Context: an optimization exercise on an open-source flow, tuned for small area, a short achievable clock period and few clock cycles per item. The choices shown serve that exercise and are no tape-out recipe.
In this exercise RTL edits were held to simulation tests only and were not proved equivalent to the original.
No activity file was given, so power comes from the tool's default toggle rates.

**flow/run.sh**
```bash
#!/bin/bash
# synth_recipe.tcl (not shown) runs the flow's synth.tcl, then flattens the netlist and writes it again
# the make line also repeats each setting of config.mk as NAME=value (left out here)
make -C /OpenROAD-flow-scripts/flow DESIGN_CONFIG=/design/flow/config.mk WORK_HOME=/design/flow/orfs CLKGATE_MAP_FILE= SYNTH_SCRIPT=/design/flow/synth_recipe.tcl finish
```
**flow/constraint.sdc**
```tcl
create_clock -name core_clock -period 17.5 [get_ports {clk}]
set_input_delay 3.5000 -clock core_clock [delete_from_list [all_inputs] [get_ports {clk}]]
set_output_delay 3.5000 -clock core_clock [all_outputs]
set_load 0.01 [all_outputs]
```
**flow/config.mk**
```make
export PLATFORM = sky130hd
export DESIGN_NAME = pid_unit
export DESIGN_NICKNAME = pid_unit
export VERILOG_FILES = /design/flow/design.v
export SDC_FILE = /design/flow/constraint.sdc
export NUM_CORES = 4
export LEC_CHECK = 0
export CAP_MARGIN = 20
export CORE_MARGIN = 2
export CORE_UTILIZATION = 40
export SLEW_MARGIN = 20
```
**flow/design.v**
```verilog
module pid_unit (
    input  wire        clk,
    input  wire        rst,
    input  wire        cmd_valid,
    output wire        cmd_ready,
    input  wire [3:0]  cmd_op,
    input  wire [31:0] cmd_data,
    input  wire [31:0] cmd_now,
    output reg  [31:0] kp,
    output reg  [31:0] ki,
    output reg  [31:0] kd,
    output reg  [31:0] maxi,
    output reg         dir_neg,
    output reg  [31:0] sgain,
    output reg  [31:0] i_acc,
    output reg  [31:0] prev_err,
    output reg  [31:0] prev_time,
    output reg  [31:0] servo_out,
    output reg         tb_valid,
    output reg         dt_zero,
    output reg  [1:0]  cmd_status
);
    localparam [31:0] KP_INIT     = 32'd52429;    
    localparam [31:0] KI_INIT     = 32'd0;
    localparam [31:0] KD_INIT     = 32'd26214;    
    localparam [31:0] MAXI_INIT   = 32'd327680;   
    localparam        DIRNEG_INIT = 1'b1;
    localparam [31:0] SGAIN_INIT  = 32'd65536;    
    localparam signed [49:0] LIM = 50'sd3276800;  
    localparam [3:0] OP_NOP = 4'h0, OP_RESET = 4'h1, OP_UPDATE = 4'h2,
                     OP_WR_KP = 4'h3, OP_WR_KI = 4'h4, OP_WR_KD = 4'h5,
                     OP_WR_MAXI = 4'h6, OP_WR_DIR = 4'h7, OP_WR_SGAIN = 4'h8;
    localparam [1:0] ST_OK = 2'd0, ST_RANGE = 2'd1, ST_ILLEGAL = 2'd2;
    localparam [1:0] S_IDLE = 2'd0, S_MUL = 2'd1, S_DIV = 2'd2, S_FIN = 2'd3;
    reg [1:0] state;
    assign cmd_ready = (state == S_IDLE);
    wire accept = cmd_valid && cmd_ready;
    reg signed [31:0] e_r;      
    reg signed [32:0] de_r;     
    reg        [31:0] dt_r;     
    reg        [31:0] now_r;
    wire signed [31:0] tgt    = cmd_data;
    wire signed [31:0] e_new  = (tgt == 32'sh80000000) ? 32'sh7FFFFFFF : -tgt;
    wire signed [32:0] de_new = {e_new[31], e_new} - {prev_err[31], prev_err};
    wire signed [63:0] p_prod = $signed(kp) * e_r;
    wire signed [63:0] i_prod = $signed(ki) * e_r;
    wire signed [64:0] d_prod = $signed(kd) * de_r;
    wire signed [47:0] p_val  = (p_prod + (p_prod[63] ? 64'sd65535 : 64'sd0)) >>> 16;
    wire signed [47:0] i_inc  = (i_prod + (i_prod[63] ? 64'sd65535 : 64'sd0)) >>> 16;
    wire signed [48:0] i_sum  = $signed(i_inc) + $signed(i_acc);
    wire signed [48:0] maxi_s = {17'd0, maxi};
    wire signed [31:0] i_clamped =
        (i_sum >  maxi_s) ?  maxi :
        (i_sum < -maxi_s) ? -maxi : i_sum[31:0];
    wire        d_neg_w = d_prod[64];
    wire [64:0] d_mag   = d_neg_w ? -d_prod : d_prod;
    reg signed [47:0] p_r;
    reg signed [31:0] inew_r;
    reg               d_neg_r;
    localparam NUM_W = 47;
    reg [NUM_W-1:0] quo_r;      
    reg [32:0]      rem_r;
    reg [5:0]       cnt_r;
    wire [32:0] rem_shift = {rem_r[31:0], quo_r[NUM_W-1]};
    wire        q_bit     = (rem_shift >= {1'b0, dt_r});
    wire [32:0] rem_next  = q_bit ? (rem_shift - {1'b0, dt_r}) : rem_shift;
    wire signed [49:0] d_val  = d_neg_r ? -$signed({3'b000, quo_r}) : $signed({3'b000, quo_r});
    wire signed [49:0] sum    = p_r + inew_r + d_val;
    wire signed [49:0] raw    = dir_neg ? -sum : sum;
    wire signed [31:0] srv    = (raw >  LIM) ? LIM[31:0] :
                                (raw < -LIM) ? -LIM[31:0] : raw[31:0];
    always @(posedge clk) begin
        if (rst) begin
            state      <= S_IDLE;
            kp         <= KP_INIT;
            ki         <= KI_INIT;
            kd         <= KD_INIT;
            maxi       <= MAXI_INIT;
            dir_neg    <= DIRNEG_INIT;
            sgain      <= SGAIN_INIT;
            i_acc      <= 32'd0;
            prev_err   <= 32'd0;
            prev_time  <= 32'd0;
            servo_out  <= 32'd0;
            tb_valid   <= 1'b0;
            dt_zero    <= 1'b0;
            cmd_status <= ST_OK;
        end else begin
            case (state)
            S_IDLE: begin
                if (accept) begin
                    cmd_status <= ST_OK;
                    case (cmd_op)
                    OP_NOP: ;
                    OP_RESET: begin
                        i_acc     <= 32'd0;
                        prev_err  <= 32'd0;
                        prev_time <= cmd_now;
                        servo_out <= 32'd0;
                        dt_zero   <= 1'b0;
                        tb_valid  <= 1'b1;
                    end
                    OP_UPDATE: begin
                        e_r   <= e_new;
                        de_r  <= de_new;
                        dt_r  <= cmd_now - prev_time;
                        now_r <= cmd_now;
                        state <= S_MUL;
                    end
                    OP_WR_KP: kp <= cmd_data;
                    OP_WR_KI: ki <= cmd_data;
                    OP_WR_KD: kd <= cmd_data;
                    OP_WR_MAXI: begin
                        if (cmd_data[31]) cmd_status <= ST_RANGE;
                        else              maxi       <= cmd_data;
                    end
                    OP_WR_DIR: begin
                        if (cmd_data[31:1] != 31'd0) cmd_status <= ST_RANGE;
                        else                         dir_neg    <= cmd_data[0];
                    end
                    OP_WR_SGAIN: sgain <= cmd_data;
                    default: cmd_status <= ST_ILLEGAL;
                    endcase
                end
            end
            S_MUL: begin
                p_r     <= p_val;
                inew_r  <= i_clamped;
                d_neg_r <= d_neg_w;
                quo_r   <= d_mag[62:16];
                rem_r   <= 33'd0;
                cnt_r   <= NUM_W[5:0];
                state   <= (dt_r == 32'd0) ? S_FIN : S_DIV;
                if (dt_r == 32'd0) quo_r <= {NUM_W{1'b0}};
            end
            S_DIV: begin
                rem_r <= rem_next;
                quo_r <= {quo_r[NUM_W-2:0], q_bit};
                cnt_r <= cnt_r - 6'd1;
                if (cnt_r == 6'd1) state <= S_FIN;
            end
            S_FIN: begin
                i_acc     <= inew_r;
                prev_err  <= e_r;
                prev_time <= now_r;
                servo_out <= srv;
                dt_zero   <= (dt_r == 32'd0);
                state     <= S_IDLE;
            end
            endcase
        end
    end
endmodule
```
==> run summary <==
-- power breakdown --
part	leakage, nW	switching, W	total (W)	internal (W)
combinational	68.8	0.00951	0.0151	0.00563
sequential	5.06	0.0000474	0.00203	0.00198
clock	1.01	0.000677	0.00143	0.000753
total	74.8	0.0102	0.0186	0.00837
-- logic make-up (layout without fill, tap and decap cells) --
family                     after synthesis  after routing  share of synthesized area
and+or+nand+nor                       5274           5274                     0.1621
buffers and inverters                 4638           4669                     0.1149
adders and majority gates             4189           4189                     0.5104
AOI/OAI and AO/OA                     1720           1720                    0.07453
xor gates and xnor gates               602            602                    0.03494
DFF                                    589            589                    0.09722
muxes                                   88             88                   0.005866
other                                    1             12                 0.00002473
-- critical path: cells and delay by family, from the launching register on --
family | cells | cell delay, ns
AO/OA/AOI/OAI | 37 | 7.06
adder cells (fa/ha/maj) | 12 | 5.15
flip-flops | 1 | 0.42
AND/OR/NAND/NOR | 16 | 2.41
XOR/XNOR | 3 | 0.50
buffers and inverters | 7 | 0.74
-- cells in the mapped netlist, types with 175 or more instances --
| cell type | count | area share |
|---|---|---|
| xor2_1 | 227 | 0.013 |
| inv_1 | 3751 | 0.093 |
| edfxtp_1 | 295 | 0.058 |
| and2_1 | 909 | 0.037 |
| nor2_1 | 397 | 0.0098 |
| o21ai_0 | 269 | 0.0089 |
| fa_1 | 3330 | 0.44 |
| dfxtp_1 | 294 | 0.039 |
| a21oi_1 | 563 | 0.019 |
| nand2_1 | 2915 | 0.072 |
| ha_1 | 858 | 0.071 |
| clkbuf_1 | 864 | 0.021 |
| nand3_1 | 228 | 0.0075 |
| a21o_1 | 175 | 0.0087 |
| xnor2_1 | 373 | 0.022 |
-- through the flow --
step                      utilization  hold WS [ns]
after floorplan                     -        0.4712
final                          0.4343        0.4552
after global placement         0.4278        0.4405
after global routing           0.4343        0.4728
after CTS                      0.4335        0.4554
after detailed placement       0.4279        0.4411
-- cell type report --
type                            instances  area (µm²)  area share
Inverter                             3755       14100     0.08588
Multi-Input combinational cell      11870      119800      0.7295
Timing Repair Buffer                  798        7142     0.04349
Antenna cell                           11       27.53   0.0001676
Clock buffer                           83        1775     0.01081
Clock inverter                         33       340.3    0.002073
Tap cell                             5016        6276     0.03822
Sequential cell                       589       14750     0.08985
-- path summary, 6_finish.rpt --
path,startpoint,depth (start not counted),end,slack (ns)
hold / removal,sgain[1],2,sgain[1],0.46
setup reg to reg,e_r[9],75,inew_r[30],0.92
setup / recovery,e_r[9],75,inew_r[30],0.92
hold reg to reg,sgain[1],2,sgain[1],0.46
-- metal layers --
metal | GRT usage | vias up | routed length (µm)
met5 | 0.003283 | - | 264
li1 | - | 51670 | -
met3 | 0.03807 | 820 | 37270
met4 | 0.1134 | 14 | 25780
met1 | 0.3481 | 60320 | 203400
met2 | 0.4229 | 4220 | 226700
-- timing repair --
item,in CTS,in global routing
resized for setup,2,43
endpoints found under the setup margin,30,32
pin swaps,0,8
endpoints found under the hold margin,0,0
hold buffers,0,0
gates cloned,0,1
setup buffers,0,7
==> impl_metrics.csv <==
group,metric,value,unit
timing,layout_worst_path_cycle_share,0.9477,
die,fp.dieH,619.7,µm
global_routing,antenna_found_initial,27,
clocking,cts_inserted_buffers,61,
clocking,cts-root-buf,"clkbuf_16",
timing,finalClockSkew,0.09932,ns
logic_synthesis,ys.flop_type,"edfxtp_1",
timing,finalCriticalPeriod,16.58,ns
place,place_congestion,0.9818,
global_routing,grtUsageTotal,0.2611,
final_layout,fill_cells,37280,
final_layout,postLayoutCellArea,164200,µm²
setup_path,critPathCaptureType,"register",
detailed_routing,wl_per_cell,22.27,µm
power,p_leak,74.83,nW
die,core,378100,µm²
setup_path,start_kind,"register",
final_layout,reg.largest.list,"p_r (48), quo_r (47), de_r (33)",
logic_synthesis,yosysSeqAreaShare,0.09722,
logic_synthesis,synth.distinct_cells,111,
setup_path,crit_top_cell,"fa_1",
die,die_x,619.7,µm
final_layout,largest_register,"p_r",
global_routing,grt_pass1_vias,121800,
global_routing,grt_overflow_total,0,
detailed_routing,vias_per_cell,5.282,
final_layout,layout_commonest_cell,"inv_1",
place,portBuffers,363,
clocking,cts_buffer_depth,3,
detailed_routing,drc,0,
detailed_routing,first_pass_iters,6,
final_layout,final_cells,22160,
place,post-place-ws,-0.1312,ns
place,dpl.hpwl,399.5,mm
timing,fin_ws,0.9151,ns
logic_synthesis,async_reset_ff_frac,0,
global_routing,grt_pass1_wl,760.0,mm
detailed_routing,via_count,117000,
place,place_area,161800,µm²
setup_path,slowest_stage,"fa_1",
logic_synthesis,syn_inst,17100,
setup_path,criticalPathCategory,"reg -> reg",
logic_synthesis,synth_nets,21360,
clocking,htree_levels,2,
logic_synthesis,ys_warn_count,1,
power,p_per_area,113.3,nW/µm²
setup_path,cp.required,18.03,ns
place,placed_cells,22020,
job,maxCapViolCount,0,
logic_synthesis,synth_area_per_cell,8.868,µm²
logic_synthesis,syn_area,151700,µm²
clocking,cts.reportedPaths.clkPinSlew,0.07,ns
timing,fmax,60.30,MHz
clocking,insertion_delay,0.78,ns
setup_path,arrival,17.12,ns
detailed_routing,totalWireLength,493.4,mm
final_layout,nets,21340,
timing,hold_viol_final,0,
die,initial_utilization,0.4011,
timing,tightest_slew,1.234,ns
clocking,cts.sinks,589,
die,rows,226,
power,finalPower,0.01860,W
setup_path,slowest_delay,0.55,ns
hold_path,hold_class,"reg -> reg",
die,dieArea,384100,µm²
timing,slew_headroom,0.1715,
clocking,cts_tree,"yes",
timing,slew_viol_final,0,
global_routing,grt_max_degree,150,
final_layout,largest_reg_flops,48,
timing,setup_tns,0,ns
final_layout,area_growth,8.279,%
logic_synthesis,synth_seq_cells,589,
final_layout,drive_above_1_share,0.04109,
setup_path,crit_fanout,20,
die,top_level_ports,365,
timing,rsz0062_at_grt,"no",
outcome,status,"complete, no violations",
detailed_routing,drt-initial-drc-count,9347,
final_layout,final_cell_mix,"inv_1 (3748), fa_1 (3327), nand2_1 (2913), and2_1 (906), ha_1 (855)",
detailed_routing,antenna_left,0,
timing,setup_viol,0,
logic_synthesis,synth_edf_count,295,
power,ir_worst_vdd,0.0002153,V
Testbench counts, summed over its fixed seeds: cycles 78,141, items 1,600.

==> afterwards: timing with drivers on the ports <==
The flow's constraints put no driver on any port. The routed layout listed below was extracted and timed again, unchanged, in two steps. Step 1 assumes that a clkbuf_16 drives the clock port and a buf_2 every other input. Step 2 adds t to the input delays and takes it off the output delays; t is the mean of the earliest and latest rising clock arrival at the registers after step 1. Input paths then give back, and output paths get back, about the clock's delay inside the block. Three values: no drivers, after step 1, after step 2; two values: the first two.
t, ns: 0.835
setup WS [ns]: 0.915 / 0.915 / 0.915
hold WS [ns]: 0.455 / 0.455 / 0.455
clock arrival spread, ns: 0.114 / 0.115
pins driven straight from the clock port: 1
After both steps setup and hold are still met in this run. For this run, drivers alone change the setup slack by 0.000 ns; drivers and shift together by 0.000 ns.
